Background: an optimization exercise with open tools, aiming at small area, a short achievable clock period and few clock cycles per item. Do not read the settings as production practice. The RTL was checked by simulation tests, not by an equivalence proof against the original design.

$ cat flow/design.v
module edhe_pixel (
    input  wire        clk,
    input  wire        rst,
    input  wire        in_valid,
    output wire        in_ready,
    input  wire        in_first,    
    input  wire        in_w16,      
    input  wire        in_noise,    
    input  wire [15:0] in_tl,       
    input  wire [15:0] in_tr,       
    input  wire [15:0] in_bl,       
    input  wire [15:0] in_br,       
    input  wire [7:0]  in_wx,
    input  wire [7:0]  in_wy,
    input  wire [31:0] in_err,      
    input  wire [12:0] in_u,        
    output reg         out_valid,
    input  wire        out_ready,
    output reg  [15:0] out_q,       
    output reg  [31:0] out_a        
);
    wire adv = !out_valid || out_ready;
    assign in_ready = adv;
    reg        v1;
    reg        r1_first, r1_w16, r1_noise;
    reg [15:0] r1_tl, r1_tr, r1_bl, r1_br;
    reg [7:0]  r1_wx, r1_wy;
    reg [31:0] r1_err;
    reg [12:0] r1_u;
    always @(posedge clk) begin
        if (adv) begin
            r1_first <= in_first; r1_w16 <= in_w16; r1_noise <= in_noise;
            r1_tl <= in_tl; r1_tr <= in_tr; r1_bl <= in_bl; r1_br <= in_br;
            r1_wx <= in_wx; r1_wy <= in_wy; r1_err <= in_err; r1_u <= in_u;
        end
    end
    wire [9*24-1:0] top_rows, bot_rows;
    wire [10*32-1:0] v_rows;
    genvar j;
    generate
        for (j = 0; j < 8; j = j + 1) begin : g_x
            assign top_rows[j*24 +: 24] = {8'd0, (r1_wx[j] ? r1_tr : r1_tl)} << j;
            assign bot_rows[j*24 +: 24] = {8'd0, (r1_wx[j] ? r1_br : r1_bl)} << j;
        end
    endgenerate
    assign top_rows[8*24 +: 24] = {8'd0, r1_tl};
    assign bot_rows[8*24 +: 24] = {8'd0, r1_bl};
    wire [23:0] top, bot;
    edhe_rowsum #(24, 9) u_top (.rows(top_rows), .sum(top));
    edhe_rowsum #(24, 9) u_bot (.rows(bot_rows), .sum(bot));
    generate
        for (j = 0; j < 8; j = j + 1) begin : g_y
            assign v_rows[j*32 +: 32] = {8'd0, (r1_wy[j] ? bot : top)} << j;
        end
    endgenerate
    assign v_rows[8*32 +: 32] = {8'd0, top};
    assign v_rows[9*32 +: 32] = 32'd128;
    wire [31:0] v16r;
    edhe_rowsum #(32, 10) u_v (.rows(v_rows), .sum(v16r));
    wire [23:0] v8raw = v16r[31:8];
    wire        clamp = !r1_w16 && ((|v8raw[23:16]) || ((&v8raw[15:8]) && (|v8raw[7:0])));
    wire [23:0] v8 = clamp ? 24'd65280 : v8raw;
    reg  [23:0] avg;
    wire        active   = r1_noise && (|v8);
    wire [23:0] base     = r1_first ? 24'd0 : avg;
    wire [23:0] avs;
    wire        avc;
    edhe_add #(24) u_avg (.a(base), .b(v8), .ci(1'b0), .s(avs), .co(avc));
    wire [23:0] avg_new  = {avc, avs[23:1]};
    wire [23:0] df;
    wire        dfc;
    edhe_add #(24) u_df (.a(base), .b(~v8), .ci(1'b1), .s(df), .co(dfc));
    wire        dneg = !dfc;                      
    wire [22:0] dh   = {df[23:1]} ^ {23{dneg}};   
    wire [22:0] d8;
    wire        d8c;
    edhe_add #(23) u_d8 (.a(dh), .b(23'd0), .ci(dneg), .s(d8), .co(d8c));
    wire [14:0] d8s;
    wire        d8sc;
    edhe_add #(15) u_d257 (.a(d8[14:0]), .b({8'd0, d8[14:8]}), .ci(1'b0), .s(d8s), .co(d8sc));
    wire [22:0] d8p = r1_w16 ? d8 : {d8s, d8[7:0]};
    always @(posedge clk) begin
        if (rst) avg <= 24'd0;
        else if (adv && v1) avg <= active ? avg_new : base;
    end
    reg        v2;
    reg        r2_w16, r2_active;
    reg [23:0] r2_v8;
    reg [22:0] r2_d8p;
    reg [31:0] r2_err;
    reg [12:0] r2_u;
    always @(posedge clk) begin
        if (adv) begin
            r2_w16 <= r1_w16; r2_active <= active; r2_v8 <= v8; r2_d8p <= d8p;
            r2_err <= r1_err; r2_u <= r1_u;
        end
    end
    wire [31:0] v8_f, a1;
    edhe_fix8   u_fix_v8 (.n(r2_v8), .sg(1'b0), .y(v8_f));
    edhe_fadd32 u_add_err (.a(v8_f), .b(r2_err), .y(a1));
    wire        un = r2_u[12];
    wire [11:0] ux = r2_u[11:0] ^ {12{un}};       
    wire [14*36-1:0] p_rows;
    generate
        for (j = 0; j < 12; j = j + 1) begin : g_p
            assign p_rows[j*36 +: 36] = {13'd0, (ux[j] ? r2_d8p : 23'd0)} << j;
        end
    endgenerate
    assign p_rows[12*36 +: 36] = {13'd0, (un ? r2_d8p : 23'd0)};
    assign p_rows[13*36 +: 36] = r2_w16 ? 36'd65534 : 36'd65278;
    wire [35:0] y;
    edhe_rowsum #(36, 14) u_p (.rows(p_rows), .sum(y));
    wire [19:0] yh = y[35:16];
    wire [19:0] sH;
    wire        sHc;
    edhe_add #(20) u_s (.a(yh), .b({4'd0, y[15:0]}), .ci(1'b0), .s(sH), .co(sHc));
    wire [15:0] b2s;
    wire        b2c;
    edhe_add #(16) u_b2 (.a(sH[15:0]), .b({12'd0, sH[19:16]}), .ci(1'b1), .s(b2s), .co(b2c));
    wire [19:0] qd;
    wire        qdc;
    edhe_add #(20) u_q (.a(yh), .b({16'd0, sH[19:16]}), .ci(b2c), .s(qd), .co(qdc));
    wire [20:0] mg;
    wire        mgc;
    edhe_add #(21) u_mg (.a({1'b0, ux, 8'd0}), .b(~{1'b0, qd}), .ci(1'b1), .s(mg), .co(mgc));
    wire [20:0] mag;
    wire        magc;
    edhe_add #(21) u_mg2 (.a(mg), .b({12'd0, un, 8'd0}), .ci(1'b0), .s(mag), .co(magc));
    reg        v3;
    reg        r3_w16, r3_active, r3_un;
    reg [31:0] r3_a1;
    reg [20:0] r3_mag;
    always @(posedge clk) begin
        if (adv) begin
            r3_w16 <= r2_w16; r3_active <= r2_active; r3_un <= un;
            r3_a1 <= a1; r3_mag <= mag;
        end
    end
    wire [31:0] n8_f, a2;
    edhe_fix8   u_fix_n8 (.n({3'd0, r3_mag}), .sg(r3_un), .y(n8_f));
    edhe_fadd32 u_add_noise (.a(r3_a1), .b(n8_f), .y(a2));
    wire [31:0] a = r3_active ? a2 : r3_a1;
    wire [15:0] q;
    edhe_quant  u_quant (.a(a), .w16(r3_w16), .q(q));
    always @(posedge clk) begin
        if (adv) begin
            out_q <= q;
            out_a <= a;
        end
    end
    always @(posedge clk) begin
        if (rst) begin
            v1 <= 1'b0; v2 <= 1'b0; v3 <= 1'b0; out_valid <= 1'b0;
        end else if (adv) begin
            v1 <= in_valid; v2 <= v1; v3 <= v2; out_valid <= v3;
        end
    end
endmodule
module edhe_fadd32 (
    input  wire [31:0] a,
    input  wire [31:0] b,
    output wire [31:0] y
);
    wire [7:0] ea = a[30:23];
    wire [7:0] eb = b[30:23];
    wire a_nan = (&ea) & (|a[22:0]);
    wire b_nan = (&eb) & (|b[22:0]);
    wire a_inf = (&ea) & ~(|a[22:0]);
    wire b_inf = (&eb) & ~(|b[22:0]);
    wire [30:0] cmp_s;
    wire        a_big;
    edhe_add #(31) u_cmp (.a(a[30:0]), .b(~b[30:0]), .ci(1'b1), .s(cmp_s), .co(a_big));
    wire [31:0] bg  = a_big ? a : b;
    wire [31:0] sml = a_big ? b : a;
    wire        bnz = |bg[30:23];
    wire        snz = |sml[30:23];
    wire [7:0]  xbig   = {bg[30:24], bg[23] | ~bnz};
    wire [7:0]  xsmall = {sml[30:24], sml[23] | ~snz};
    wire [23:0] mbig   = {bnz, bg[22:0]};
    wire [23:0] msmall = {snz, sml[22:0]};
    wire [7:0] d;
    wire       d_co;
    edhe_add #(8) u_d (.a(xbig), .b(~xsmall), .ci(1'b1), .s(d), .co(d_co));
    wire far = |d[7:5];
    wire [26:0] s0 = {msmall, 3'b000};
    wire [26:0] s1 = d[4] ? {16'd0, s0[26:17], |s0[16:0]} : s0;
    wire [26:0] s2 = d[3] ? {8'd0,  s1[26:9],  |s1[8:0]}  : s1;
    wire [26:0] s3 = d[2] ? {4'd0,  s2[26:5],  |s2[4:0]}  : s2;
    wire [26:0] s4 = d[1] ? {2'd0,  s3[26:3],  |s3[2:0]}  : s3;
    wire [26:0] s5 = d[0] ? {1'd0,  s4[26:2],  |s4[1:0]}  : s4;
    wire [26:0] aligned = far ? {26'd0, |msmall} : s5;
    wire        sub = a[31] ^ b[31];
    wire [27:0] r;
    wire        r_co;
    edhe_add #(28) u_sum (.a({1'b0, mbig, 3'b000}), .b({1'b0, aligned} ^ {28{sub}}), .ci(sub),
                          .s(r), .co(r_co));
    wire [4:0] bud   = xbig[4:0] - 5'd1;        
    wire       big   = |xbig[7:5];
    wire [26:0] n0 = r[26:0];
    wire u0  = big | (xbig[4:0] == 5'd0);        
    wire t16 = sub & ~|n0[26:11] & (u0 | bud[4]);
    wire u1  = u0 | (bud[4] & ~t16);
    wire [26:0] n1 = t16 ? {n0[10:0], 16'd0} : n0;
    wire t8  = sub & ~|n1[26:19] & (u1 | bud[3]);
    wire u2  = u1 | (bud[3] & ~t8);
    wire [26:0] n2 = t8 ? {n1[18:0], 8'd0} : n1;
    wire t4  = sub & ~|n2[26:23] & (u2 | bud[2]);
    wire u3  = u2 | (bud[2] & ~t4);
    wire [26:0] n3 = t4 ? {n2[22:0], 4'd0} : n2;
    wire t2  = sub & ~|n3[26:25] & (u3 | bud[1]);
    wire u4  = u3 | (bud[1] & ~t2);
    wire [26:0] n4 = t2 ? {n3[24:0], 2'd0} : n3;
    wire t1  = sub & ~n4[26] & (u4 | bud[0]);
    wire [26:0] n5 = t1 ? {n4[25:0], 1'b0} : n4;
    wire [4:0]  sh = {t16, t8, t4, t2, t1};
    wire        cy = r[27] & ~sub;
    wire [26:0] m  = cy ? {r[27:2], r[1] | r[0]} : n5;
    wire [8:0] e1;
    wire       e1_co;
    edhe_add #(9) u_e (.a({1'b0, xbig}), .b(~{4'd0, sh}), .ci(cy), .s(e1), .co(e1_co));
    wire        rup = m[2] & (m[1] | m[0] | m[3]);
    wire [23:0] mr;
    wire        mr_co;
    edhe_add #(24) u_rnd (.a(m[26:3]), .b(24'd0), .ci(rup), .s(mr), .co(mr_co));
    wire [8:0]  ex;
    wire        ex_co;
    edhe_add #(9) u_ex (.a(e1), .b({7'd0, mr_co, mr[23]}), .ci(1'b0), .s(ex), .co(ex_co));
    wire zero_diff = sub & ~|r[26:0];
    wire ovf = ex[8] | (&ex[7:0]);
    assign y = (a_nan | b_nan | (a_inf & b_inf & sub)) ? 32'h7FC00000 :
               a_inf     ? a :
               b_inf     ? b :
               zero_diff ? 32'h00000000 :
               ovf       ? {bg[31], 31'h7F800000} :
                           {bg[31], ex[7:0], mr[22:0]};
endmodule
module edhe_add #(parameter W = 8) (
    input  wire [W-1:0] a,
    input  wire [W-1:0] b,
    input  wire         ci,
    output wire [W-1:0] s,
    output wire         co
);
    wire [W:0] c;
    assign c[0] = ci;
    genvar i;
    generate
        for (i = 0; i < W; i = i + 1) begin : g
            assign s[i]   = a[i] ^ b[i] ^ c[i];
            assign c[i+1] = (a[i] & b[i]) | (c[i] & (a[i] ^ b[i]));
        end
    endgenerate
    assign co = c[W];
endmodule
module edhe_rowsum #(parameter W = 8, parameter N = 3) (
    input  wire [N*W-1:0] rows,
    output wire [W-1:0]   sum
);
    wire [W-1:0] s [0:N-1];
    wire [W-1:0] c [0:N-1];
    assign s[1] = rows[W-1:0];
    assign c[1] = rows[2*W-1:W];
    genvar k;
    generate
        for (k = 2; k < N; k = k + 1) begin : g
            wire [W-1:0] r = rows[(k+1)*W-1:k*W];
            assign s[k] = s[k-1] ^ c[k-1] ^ r;
            wire [W-1:0] m = (s[k-1] & c[k-1]) | (r & (s[k-1] ^ c[k-1]));
            assign c[k] = {m[W-2:0], 1'b0};
        end
    endgenerate
    wire co;
    edhe_add #(W) u_cpa (.a(s[N-1]), .b(c[N-1]), .ci(1'b0), .s(sum), .co(co));
endmodule
module edhe_fix8 (
    input  wire [23:0] n,
    input  wire        sg,
    output wire [31:0] y
);
    wire [23:0] x0 = n;
    wire z16 = ~|x0[23:8];
    wire [23:0] x1 = z16 ? {x0[7:0], 16'd0} : x0;
    wire z8  = ~|x1[23:16];
    wire [23:0] x2 = z8 ? {x1[15:0], 8'd0} : x1;
    wire z4  = ~|x2[23:20];
    wire [23:0] x3 = z4 ? {x2[19:0], 4'd0} : x2;
    wire z2  = ~|x3[23:22];
    wire [23:0] x4 = z2 ? {x3[21:0], 2'd0} : x3;
    wire z1  = ~x4[23];
    wire [23:0] x5 = z1 ? {x4[22:0], 1'b0} : x4;
    wire [4:0] lz = {z16, z8, z4, z2, z1};
    wire [7:0] e  = 8'd142 - {3'd0, lz};
    assign y = x5[23] ? {sg, e, x5[22:0]} : 32'h00000000;
endmodule
module edhe_quant (
    input  wire [31:0] a,
    input  wire        w16,
    output wire [15:0] q
);
    wire [7:0] e   = a[30:23];
    wire       nan = (&e) & (|a[22:0]);
    wire       lo  = ~e[7] & ~(&e[6:1]);                                 
    wire       hi  = e[7] & ((|e[6:4]) | (e[3:0] == 4'hF));              
    wire [4:0]  s  = 5'd14 - e[4:0];
    wire [16:0] x0 = {1'b1, a[22:7]};
    wire [16:0] x1 = s[4] ? {16'd0, x0[16]} : x0;
    wire [16:0] x2 = s[3] ? {8'd0, x1[16:8]} : x1;
    wire [16:0] x3 = s[2] ? {4'd0, x2[16:4]} : x2;
    wire [16:0] x4 = s[1] ? {2'd0, x3[16:2]} : x3;
    wire [16:0] two = s[0] ? {1'd0, x4[16:1]} : x4;
    wire ge = w16 ? (&two[16:1]) : ((|two[16:9]) | (&two[8:1]));
    wire [15:0] rnd;
    wire        rco;
    edhe_add #(16) u_inc (.a(two[16:1]), .b(16'd0), .ci(two[0]), .s(rnd), .co(rco));
    wire [15:0] m = {{8{w16}}, 8'hFF};
    assign q = (nan | a[31] | lo) ? 16'd0 : (hi | ge) ? m : rnd;
endmodule
$ cat flow/constraint.sdc
create_clock -name core_clock -period 190.0 [get_ports {clk}]
set_input_delay 38.0000 -clock core_clock [delete_from_list [all_inputs] [get_ports {clk}]]
set_output_delay 38.0000 -clock core_clock [all_outputs]
set_load 0.01 [all_outputs]
$ cat flow/config.mk
export PLATFORM = sky130hd
export DESIGN_NAME = edhe_pixel
export DESIGN_NICKNAME = edhe_pixel
export VERILOG_FILES = /design/flow/design.v
export SDC_FILE = /design/flow/constraint.sdc
export NUM_CORES = 4
export LEC_CHECK = 0
export CAP_MARGIN = 20
export CORE_MARGIN = 2
export CORE_UTILIZATION = 40
export SLEW_MARGIN = 20
$ cat flow/run.sh
#!/bin/bash
# synth_recipe.tcl (not shown) runs the flow's synth.tcl, then flattens the netlist and writes it again
# the make line also repeats each setting of config.mk as NAME=value (left out here)
make -C /OpenROAD-flow-scripts/flow DESIGN_CONFIG=/design/flow/config.mk WORK_HOME=/design/flow/orfs CLKGATE_MAP_FILE= SYNTH_SCRIPT=/design/flow/synth_recipe.tcl finish
==> results.txt <==
==> through the flow <==
stage / area [um2]
after floorplan: 57300
after global placement: 60600
after detailed placement: 60600
after CTS: 62000
after global routing: 62000
final: 62000
==> layer usage <==
| layer | wire length (um) | share of wire [%] |
|---|---|---|
| met4 | 5280 | 3.4 |
| met3 | 7970 | 5.2 |
| met5 | 13 | 0.0084 |
| met1 | 69600 | 45 |
| met2 | 71900 | 46 |
==> synth_stat cells, drive strengths merged (83+ instances only) <==
cell type and instances:
and2 240, a21oi 211, nor2 389, clkbuf 276, o21ai 244, buf 135, inv 592, xnor2 83
mux2 94, mux2i 613, nand2 379, edfxtp 326, ha 405, fa 824
==> sequential cells by signal (all words and copies together) (netlist names), 13 cells and up <==
signal	flops
out_a	32
r1_err	32
r2_err	32
r3_a1	32
avg	24
r2_v8	24
r2_d8p	23
r3_mag	21
out_q	16
r1_bl	16
r1_br	16
r1_tl	16
r1_tr	16
r1_u	13
r2_u	13
==> cells in the final DEF, fill, tap and decap left out, drive strengths merged, types with 14 or more instances in the layout <==
cell	count
a21oi	211
nand4	32
nor3	57
nor2b	32
inv	603
edfxtp	326
mux2	94
o211ai	31
nor2	389
xor2	24
a22oi	56
fa	824
and2	240
nand3	81
o31ai	26
mux2i	613
or3	19
o221ai	18
o2111ai	15
dfxtp	28
a21o	24
clkbuf	55
nand2	379
xnor2	83
o21ai	244
a31oi	33
clkdlybuf4s50	181
buf	84
a21boi	14
nor4	41
o21a	29
o22ai	34
ha	405
a311oi	14
a211oi	52
clkinv	18
or2	32
nand2b	34
==> layout make-up <==
type | instances | area [um2]
fillers | 13600 | 79700
inverters | 596 | 2240
clock buffers | 55 | 1240
clock inverters | 29 | 230
well taps | 1890 | 2360
flip-flops and latches | 354 | 10300
multi-input cells | 4376 | 43200
diodes | 1 | 2.50
repair buffers | 265 | 2460
==> logic make-up after synthesis <==
logic type | Yosys count | share of synthesized area, %
AO/OA/AOI/OAI | 930 | 10.9
XOR/XNOR | 107 | 1.64
adder cells (fa/ha/maj) | 1229 | 37.7
buffers and inverters | 1007 | 6.72
flip-flops | 354 | 18.1
multiplexers | 716 | 12.9
other | 1 | 0.00655
AND/OR/NAND/NOR | 1392 | 12.0
==> how the worst min path moves through the flow <==
| stage | start | to | slack, ps | cells past startpoint |
|---|---|---|---|---|
| floorplan | r1_err[0]$_DFFE_PN_ | r2_err[0]$_DFFE_PN_ | 400 | 0 |
| global placement | r1_err[31]$_DFFE_PN_ | r2_err[31]$_DFFE_PN_ | 400 | 0 |
| detailed placement | r1_err[31]$_DFFE_PN_ | r2_err[31]$_DFFE_PN_ | 400 | 0 |
| CTS | r1_u[11]$_DFFE_PN_ | r2_u[11]$_DFFE_PN_ | 420 | 0 |
| global route | r1_err[3]$_DFFE_PN_ | r2_err[3]$_DFFE_PN_ | 410 | 0 |
| finish | r1_err[3]$_DFFE_PN_ | r2_err[3]$_DFFE_PN_ | 410 | 0 |
==> metrics.md <==
| Metric | Value |
|---|---|
| Slew HR | `24.1%` |
| Final setup TNS | `0 ps` |
| EDFF count, synth | `326` |
| CTS tree | `built` |
| Number of global-route vias before repair | `43700` |
| Final slew viol count | `0` |
| Placed Cells incl. Taps | `7480` |
| Residual DRC count | `0` |
| Hold buffers post-CTS | `0` |
| Crit path largest cell delay | `610 ps` |
| CP startpoint | `out_ready` |
| CP endpoint | `in_ready` |
| CTS root buf | `clkbuf_16` |
| Final #Nets | `7000` |
| Pin count of the biggest net entering global routing | `125` |
| Ys Warns | `4` |
| Final setup violation count | `0` |
| Async SR Flop Fraction | `0%` |
| R2R setup slack | `150530 ps` |
| Critical path type | `primary input to output port` |
| Total Wirelength | `155000 um` |
| Worst r2r path cells | `153` |
| Gr busiest metal | `met2` |
| Fin cells | `7566` |
| IO Pins | `182` |
| Slowest cell on crit path | `clkdlybuf4s50_1` |
| Die Y | `382 um` |
| Endpoint class of the critical path | `output port` |
| Wire length per cell | `20.5 um` |
| Core Region | `142000 um2` |
| PortBufs | `181` |
| Total number of vias | `42300` |
| H-tree depth | `2` |
| Top FF cell, synth | `edfxtp_1` |
| R2r endpoint | `out_q[15]$_SDFFCE_PP0N_` |
| CP Max Fanout | `5` |
| GPL Wtd Cong | `0.955` |
| Clock Skew | `26.5 ps` |
| Critical Path RT | `152000 ps` |
| RSZ-0062 raised after global routing | `false` |
| CP Depth | `3` |
| Clock Tree Buf Depth | `3` |
| Initial drt markers | `3397` |
| Hold WC Path Type | `flop to flop` |
| Syn Inst Count | `5736` |
| Final hold vios | `0` |
| Worst-skew pair later-pin latency | `630 ps` |
| Initial Utilization | `40.4%` |
| #FFs+latches synth | `354` |
| GRT Util Overall | `21.3%` |
| Hpwl dp | `123000 um` |
| Final hold slack | `411 ps` |
| Status | `complete, no violations` |
| CP cell instances | `clkdlybuf4s50_1, nand2b_4, clkdlybuf4s50_1` |
| Share of cells above drive strength 1 | `6.68%` |
| Met3 GRT Util | `1.92%` |
| CP top delay family | `buffers and inverters` |
| Syn avg cell area | `9.98 um2` |
| Rows | `138` |
| DR pass1 iterations | `6` |
| Total gr overflow | `0` |
| Register area share after synthesis | `18.1%` |
| Fraction of synthesized cell area taken by the top area cell type | `28.8%` |
| Post_cts resized | `0` |
| Area Growth Syn to Fin | `8.37%` |
| Synth top area cells | `fa_1 (29%), edfxtp_1 (17%), mux2i_1 (11%)` |
| WP buf/inv | `2` |
| Max-Cap Viols | `0` |
| Final WS setup | `112590 ps` |
| CTS buffer count | `46` |
| Post-route antenna net violation count | `0` |
| Actual slew at the worst max-slew pin | `1130 ps` |
| Arrival time at the worst endpoint | `39410 ps` |
| Die ar. | `146000 um2` |
| Synthesized cell area | `57200 um2` |
| Dominant cell type by area after synthesis | `fa_1` |
| Launch point of the worst reg-to-reg path | `r3_mag[14]$_DFFE_PN_` |
| FMAX | `12.9 MHz` |
| Initial antenna violation count | `7` |
| CP startpoint kind | `primary input` |
| Clk slew on worst S/H paths | `60 ps` |
| Global-route wire length before repair | `249000 um` |
| # clock sinks | `354` |
| Min Tclk post-route | `77420 ps` |
| Crit share post-route | `40.7%` |
| Most used cell, CP | `clkdlybuf4s50_1` |
| GR Util met1 | `29.9%` |
| Setup repair bufs after CTS | `0` |
| Pre-CTS setup slack | `112570 ps` |
| Count of different cell masters after synthesis | `121` |
| Met2 Use GR | `34.8%` |
| Die W | `382 um` |
| Vias per std cell | `5.59` |
| Fin util | `43.8%` |
Testbench counts, summed over its fixed seeds: cycles 24,032, items 24,000.

[port drivers added, routing unchanged]
No port has a modelled driver above. Below, the same layout with a new extraction and two added sets of constraints.
Step 1 assumes that a clkbuf_16 drives the clock port and a buf_2 every other input.
Step 2 also shifts input and output timing later by t, the mid clock arrival at the registers, as if the neighbouring blocks saw the same clock.
Three values: no drivers, after step 1, after step 2; two values: the first two.
shift t [ns]: 0.691
setup WS [ns]: 112.585 / 112.559 / 112.559
worst setup path after step 2: input to output
clock arrival spread, ns: 0.026 / 0.027
pins driven straight from the clock port: 1
After both steps this run still meets setup and hold. For this run, drivers alone change the setup slack by -0.026 ns; drivers and shift together by -0.026 ns.
